This design comes from an exercise in tuning for a short achievable clock period and few clock cycles on the open sky130 flow, not from production work.
In this exercise RTL edits were held to simulation tests only and were not proved equivalent to the original.
The flow treats the clock pin as an ideal source. Dropping or thinning the clock tree relies on that and would not hold on a real chip.
Power is estimated from default activity; no workload was simulated.

run 1:
## ioga
module ioga (
    input  wire        clk,
    input  wire        rst,
    input  wire        tx_valid,
    output reg         tx_ready,
    input  wire [15:0] tx_code,
    input  wire [31:0] tx_data,
    output reg         rsp_valid,
    output reg  [31:0] rsp_data,
    output reg  [1:0]  rsp_status,    
    output reg         rsp_tc,        
    output reg         rsp_devwr,     
    output reg         irq_line,
    output reg         nmi_line,
    output reg         mem_req,
    output reg         mem_we,
    output reg  [31:0] mem_addr,
    output reg  [7:0]  mem_wdata,
    input  wire        mem_ack,
    input  wire [7:0]  mem_rdata,
    input  wire        mem_err
);
Size: roughly 5,600 cells after synthesis, about 140 I/O pins, ~53,000 sq um of cells after synthesis.
==> flow/config.mk <==
export PLATFORM = sky130hd
export DESIGN_NAME = ioga
export DESIGN_NICKNAME = ioga
export VERILOG_FILES = /design/flow/design.v
export SDC_FILE = /design/flow/constraint.sdc
export NUM_CORES = 4
export LEC_CHECK = 0
export CAP_MARGIN = 20
export CORE_MARGIN = 2
export CORE_UTILIZATION = 50
export PLACE_DENSITY = 0.6
export SLEW_MARGIN = 20
==> flow/constraint.sdc <==
create_clock -name core_clock -period 8.0 [get_ports {clk}]
set_input_delay 1.6000 -clock core_clock [delete_from_list [all_inputs] [get_ports {clk}]]
set_output_delay 1.6000 -clock core_clock [all_outputs]
set_load 0.01 [all_outputs]
standard.sh (not shown) runs the stock make flow with config.mk's settings and CLKGATE_MAP_FILE= SYNTH_SCRIPT=/design/flow/synth_recipe.tcl, a recipe that flattens the netlist after the stock synthesis.
==> flow/flow/run.sh <==
#!/bin/bash
# Layout flow: the standard flow (standard.sh) with two changes:
#  - the clock tree is built by flow/mycts.tcl (four root buffers on the
#    clock port, each driving the leaf buffers of one region of the core)
#    in place of TritonCTS, in a copy of the ORFS scripts whose cts.tcl
#    sources it; the rest of cts.tcl (timing repair, placement) is unchanged;
#  - timing repair aims at a larger setup margin.
# Synthesis is the standard one, run first and unchanged.
set -euo pipefail
here=$PWD
export SETUP_SLACK_MARGIN=${SETUP_SLACK_MARGIN_OVERRIDE:-6}
export MYCTS_TCL=$here/flow/mycts.tcl

rm -rf scripts_mod
cp -rp "$FLOW_HOME/scripts" scripts_mod
sed -i 's|log_cmd clock_tree_synthesis {\*}$cts_args|source $::env(MYCTS_TCL)|' scripts_mod/cts.tcl
grep -q 'MYCTS_TCL' scripts_mod/cts.tcl

bash standard.sh synth > synth.log 2>&1
bash standard.sh floorplan place > place.log 2>&1
bash standard.sh SCRIPTS_DIR=$here/scripts_mod cts > cts.log 2>&1
bash standard.sh finish > finish.log 2>&1
Other scripts of this flow, unchanged in this note and not shown: flow/flow/mycts.tcl
Testbench counts of run 1, summed over its fixed seeds: cycles 32,754.
What run 2 does differently from run 1 at the input level:
--- a/flow/design.v
+++ b/flow/design.v
@@ -216,43 +216,32 @@
     wire [7:0]  n_sh_pend  = ((sh_pend & ~(x_hclr | ({8{ack_i}} & act_shi))) |
                               x_hset | (x_hld & sh_forced)) &
                              {8{!op[O_RESET]}};
     wire        n_nmi_pend = ((nmi_pend & !(x_nclr || (op[O_ACK_N] && act_nmi))) ||
                               (x_nset && nmi_en)) && !op[O_RESET];
     wire kill_vec = |(x_vdis & act_vec & ~vec_forced);
     reg irq_q, nmi_q;
     wire none_after = !(irq_q || nmi_q) ||
                       (ack_i && irq_q) ||
                       (op[O_ACK_N] && nmi_q) ||
                       kill_vec || op[O_RESET];
-    wire rel = (ack_i && irq_q) || (op[O_ACK_N] && nmi_q) || kill_vec;
-    wire [32:0] cand_r = {sh_pend, softlo, vec_pend, nmi_pend} &
-                         ~{act_shi, act_slo, act_vec, act_nmi};
-    wire [32:0] cand_n = {x_hset | (x_hld & sh_forced),
-                          x_lset,
-                          (x_vset & vec_en) | (x_vld & vec_forced) | tick_set,
-                          x_nset && nmi_en};
-    reg  [32:0] first_r, first_n;
-    reg         seen_r, seen_n;
+    wire [32:0] cand = {n_sh_pend, n_softlo, n_vec_pend, n_nmi_pend};
+    reg  [32:0] first;
+    reg         seen;
     always @* begin
-        seen_r = 1'b0;
-        seen_n = 1'b0;
+        seen = 1'b0;
         for (i = 0; i < 33; i = i + 1) begin
-            first_r[i] = cand_r[i] && !seen_r;
-            first_n[i] = cand_n[i] && !seen_n;
-            seen_r = seen_r || cand_r[i];
-            seen_n = seen_n || cand_n[i];
+            first[i] = cand[i] && !seen;
+            seen = seen || cand[i];
         end
     end
-    wire [32:0] first = op[O_RESET] ? 33'h0 : rel ? first_r : first_n;
-    wire [32:0] cand  = op[O_RESET] ? 33'h0 : rel ? cand_r  : cand_n;
     reg [7:0] act_vector;
     always @* begin
         act_vector = 8'h00;
         for (i = 0; i < 16; i = i + 1)
             if (act_vec[i]) act_vector = act_vector | vec_vector[i];
         for (i = 0; i < 8; i = i + 1) begin
             if (act_slo[i]) act_vector = act_vector | (8'h8F + 8'h10 * i[7:0]);
             if (act_shi[i]) act_vector = act_vector | sh_vector[i];
         end
     end
     wire dma_done   = x_mem && mem_ack;                      
Results
Comparing fraction of power consumed by combinational cells for run 1 and run 2, the smaller number came from run 1. Run 2 against run 1: total global-route track usage dropped 1.2 points, die width dropped 0.57%, post-layout worst setup margin climbed 27 ps. Compared with run 1, in run 2 final routed wirelength across all metal layers decreased by about 4% relative to the old numbers, worst-margin pin slew increased by 280 ps relative to the old numbers. For the height of the die, run 2 came in 0.57% lower than run 1 did. Run 1 has higher design area than run 2.
Testbench counts of run 2, summed over its fixed seeds: cycles 32,754.
In every run of this note, the design's own scripts or RTL, not TritonCTS, make the clock network.

[afterwards: timing with drivers on the ports]
No port has a modelled driver above. Below, the same layouts with a new extraction and two added sets of constraints. Step 1, drivers: a clkbuf_16 drives clk and a buf_2 each remaining input, both assumed. Step 2, shift: input delay + t, output delay - t, t = (earliest + latest rising clock arrival at the registers) / 2. This alone moves slack from input paths to output paths. Slacks: no drivers / after step 1 / after step 2; pairs: no drivers / after step 1.
| run | t, ns | setup WS [ns] | latest minus earliest clock arrival (ns) | slew at the worst register clock pin (ns) | pins driven straight from the clock port |
|---|---|---|---|---|---|
| run 1 | 0.654 | 5.384 / 5.210 / 4.912 | 0.032 / 0.032 | 0.12 / 0.12 | 4 |
| run 2 | 0.639 | 5.411 / 5.241 / 5.030 | 0.047 / 0.047 | 0.11 / 0.11 | 4 |
After both steps setup and hold are still met in every run listed. For run 1, which loses most, drivers alone change the setup slack by -0.174 ns; drivers and shift together by -0.472 ns.
